This design comes from an exercise in tuning for small area, a short achievable clock period and few clock cycles on the open sky130 flow, not from production work.
In this exercise RTL edits were held to simulation tests only and were not proved equivalent to the original.
Power and IR drop assume default switching activity.

Setup of maple:
Design rfd_bin_decoder, start of the top module:
module rfd_bin_decoder (
    input  wire        clk,
    input  wire        rst,         
    input  wire        in_valid,
    input  wire [7:0]  in_byte,
    output wire        in_ready,
    output wire        out_valid,
    input  wire        out_ready,
    output wire        out_ok,
    output wire [7:0]  out_len,
    output wire [15:0] out_pm1,
    output wire [15:0] out_pm2,
    output wire [15:0] out_n,
    output wire [15:0] out_m,
    output wire [15:0] out_g,
    output wire [31:0] out_x,
    output wire [31:0] out_y,
    output wire [31:0] out_z,
    output wire [31:0] out_e,
    output wire [31:0] out_f,
    output wire [7:0]  out_t,
    output wire [31:0] out_s,
    output wire [31:0] out_p,
    output wire [31:0] out_i,
    output wire [31:0] out_j,
    output wire [31:0] out_r,
    output wire [6:0]  out_tlen,
    input  wire [6:0]  text_addr,
    output wire [7:0]  text_byte
);
==> flow/config.mk <==
export PLATFORM = sky130hd
export DESIGN_NAME = rfd_bin_decoder
export DESIGN_NICKNAME = rfd_bin_decoder
export VERILOG_FILES = /design/flow/design.v
export SDC_FILE = /design/flow/constraint.sdc
export NUM_CORES = 4
export LEC_CHECK = 0
export CAP_MARGIN = 20
export CORE_MARGIN = 2
export CORE_UTILIZATION = 40
export PLACE_DENSITY = 0.6
export SLEW_MARGIN = 20
export SYNTH_HIERARCHICAL = 1
==> flow/constraint.sdc <==
create_clock -name core_clock -period 14.0 [get_ports {clk}]
set_input_delay 2.8000 -clock core_clock [delete_from_list [all_inputs] [get_ports {clk}]]
set_output_delay 2.8000 -clock core_clock [all_outputs]
set_load 0.01 [all_outputs]
standard.sh (not shown) runs the stock make flow with config.mk's settings and CLKGATE_MAP_FILE= SYNTH_SCRIPT=/design/flow/synth_recipe.tcl, a recipe that flattens the netlist after the stock synthesis.
==> flow/flow/run.sh <==
#!/bin/bash
# Standard ORFS layout (the standard.sh, unchanged synthesis) with three
# layout knobs: port buffers use the small buf_1 cell, CTS inserts no dummy
# loads, and repair_timing aims for a larger setup margin so the
# text_addr -> text_byte path is sized for speed.
set -euo pipefail
MARGIN=$(cat flow/margin.txt)
bash standard.sh \
  'BUFFER_PORTS_ARGS=-buffer_cell sky130_fd_sc_hd__buf_1' \
  "CTS_ARGS=-sink_clustering_enable -repair_clock_nets -dont_use_dummy_load -buf_list {$(cat flow/ctsbufs.txt)} $(cat flow/ctsextra.txt)" \
  "SETUP_SLACK_MARGIN=${MARGIN}" \
  finish > make_finish.log 2>&1
==> flow/flow/ctsbufs.txt <==
sky130_fd_sc_hd__clkbuf_4 sky130_fd_sc_hd__clkbuf_8
==> flow/flow/ctsextra.txt <==
-sink_clustering_size 16 -sink_clustering_max_diameter 50
==> flow/flow/margin.txt <==
7.5
maple ended with every stage complete and zero timing, DRC or antenna violations.
Testbench counts of maple, summed over its fixed seeds: cycles 54,262.
## Diff of input files: willow against maple
==> flow/flow/margin.txt <==
7
### Flow results
- Compared willow against maple; worst path arrival time within noise.
- willow vs. maple: final setup violation count neither gained nor lost much, total power lost 1.8%.
- Diff maple -> willow | part of the power in combinational logic | decrease of 1.0 points
Relative to willow, the following input files were edited for pepper:
-- flow/flow/run.sh --
<<< willow, line 8
bash standard.sh \
  'BUFFER_PORTS_ARGS=-buffer_cell sky130_fd_sc_hd__buf_1' \
  "CTS_ARGS=-sink_clustering_enable -repair_clock_nets -dont_use_dummy_load -buf_list {$(cat flow/ctsbufs.txt)} $(cat flow/ctsextra.txt)" \
  "SETUP_SLACK_MARGIN=${MARGIN}" \
  finish > make_finish.log 2>&1
>>> pepper, line 8
bash standard.sh \
  'BUFFER_PORTS_ARGS=-buffer_cell sky130_fd_sc_hd__buf_1' \
  "CTS_ARGS=-sink_clustering_enable -repair_clock_nets -dont_use_dummy_load -buf_list {$(cat flow/ctsbufs.txt)}" \
  "SETUP_SLACK_MARGIN=${MARGIN}" \
  finish > make_finish.log 2>&1
==> flow/flow/margin.txt <==
6
removed: flow/flow/ctsextra.txt
## What came out
Compared with willow, pepper shows total of clock buffers placed in the layout that has gone up by more than half. Via count, pepper and willow: smaller value in pepper. Internal cell power deteriorates in pepper relative to willow. Power spent charging and discharging nets delta (pepper − willow): unfavourable. Combined area of the multi-input logic cells for pepper is lower than for willow. Compared to willow, pepper shows a narrower setup margin. Diff willow -> pepper: parity-gate share of the synthesized area counting xor and xnor cells did not really move, design area went down. Looking at pre-CTS setup slack, pepper sits 0.16 ns lower than willow does. pepper vs willow: depth of the CTS H-tree up.
The inputs of sierra differ from those of pepper as listed below.
- changing PLACE_DENSITY from 0.6 to 0.65
- changing CORE_UTILIZATION from 40 to 50
-- flow/flow/run.sh --
<<< pepper, line 8
bash standard.sh \
  'BUFFER_PORTS_ARGS=-buffer_cell sky130_fd_sc_hd__buf_1' \
  "CTS_ARGS=-sink_clustering_enable -repair_clock_nets -dont_use_dummy_load -buf_list {$(cat flow/ctsbufs.txt)}" \
  "SETUP_SLACK_MARGIN=${MARGIN}" \
  finish > make_finish.log 2>&1
>>> sierra, line 8
bash standard.sh \
  'BUFFER_PORTS_ARGS=-buffer_cell sky130_fd_sc_hd__buf_1' \
  "CTS_ARGS=-sink_clustering_enable -repair_clock_nets -dont_use_dummy_load -buf_list {$(cat flow/ctsbufs.txt)} $(cat flow/ctsextra.txt)" \
  "SETUP_SLACK_MARGIN=${MARGIN}" \
  finish > make_finish.log 2>&1
==> flow/flow/ctsextra.txt (new file) <==
-sink_clustering_size 16 -sink_clustering_max_diameter 50
==> flow/flow/margin.txt <==
7
Results
- Of sierra and pepper, the run reporting the higher clock distribution area overhead in the final layout was pepper.
- Of sierra and pepper, the higher first-pass GRT wire length belongs to sierra.
- Relative to pepper, number of ordinary and repair buffers in the finished layout has increased by 8.1% in sierra.
- For sierra, the first element of the critical path was text_addr[0], unlike pepper, where it was text_addr[2].
- sierra vs pepper: internal power consumption down
- sierra has total stage count of the critical path above what pepper had.
- Changes observed in sierra relative to pepper: post-route fraction of the period consumed by the critical path shrank by 2.6 points, setup slack grew by 0.37 ns.
- Diff pepper -> sierra: worst setup timing slack at the placement stage went up 0.24 ns, fraction of power consumed by sequential logic climbed 4.4 points, layout filler cell count lower, clock-buffer cell count dropped 43%.
Input changes introduced in ember (baseline for comparison: sierra):
- PLACE_DENSITY changed from 0.65 to 0.6
- CORE_UTILIZATION changed from 50 to 40
==> flow/flow/ctsextra.txt <==
-sink_clustering_size 18 -sink_clustering_max_diameter 55
[summary]
The final reports for ember and sierra show reg-to-reg setup timing slack lower in the former.
[ember] proportion of total power due to net switching rose 0.24 points relative to sierra
Diff sierra -> ember: number of buffer cells added on primary ports about even; number of rows created at floorplan rose 12.
Diff sierra..ember | cell area | negligible
Taking sierra as the reference, in ember multi-input combinational cell count about even; share of total power in the clock network fell 0.4 points; sequential share of layout area fell 0.21 points.

re-timing with driven ports:
Ports are ideal in the flow. The routed layouts listed here were re-timed in OpenROAD. Step 1: set_driving_cell puts a clkbuf_16 on clk and a buf_2 on each other input, an assumption about the parent block. Step 2 also shifts input and output timing later by t, the mid clock arrival at the registers, as if the neighbouring blocks saw the same clock. Three values: ideal, step 1, step 2; two values: the first two.
run	t (ns)	setup slack, ns	worst setup path after step 2	cell pins on the clock port's net
maple	0.793	6.402 / 6.260 / 6.260	input to output	1
willow	0.791	6.414 / 6.360 / 6.360	input to output	1
pepper	0.869	5.982 / 5.960 / 5.960	input to output	1
sierra	0.746	6.351 / 6.304 / 6.304	input to output	1
ember	0.789	6.450 / 6.374 / 6.374	input to output	1
After both steps setup and hold are still met in every run listed. For maple, which loses most, drivers alone change the setup slack by -0.142 ns; drivers and shift together by -0.142 ns.
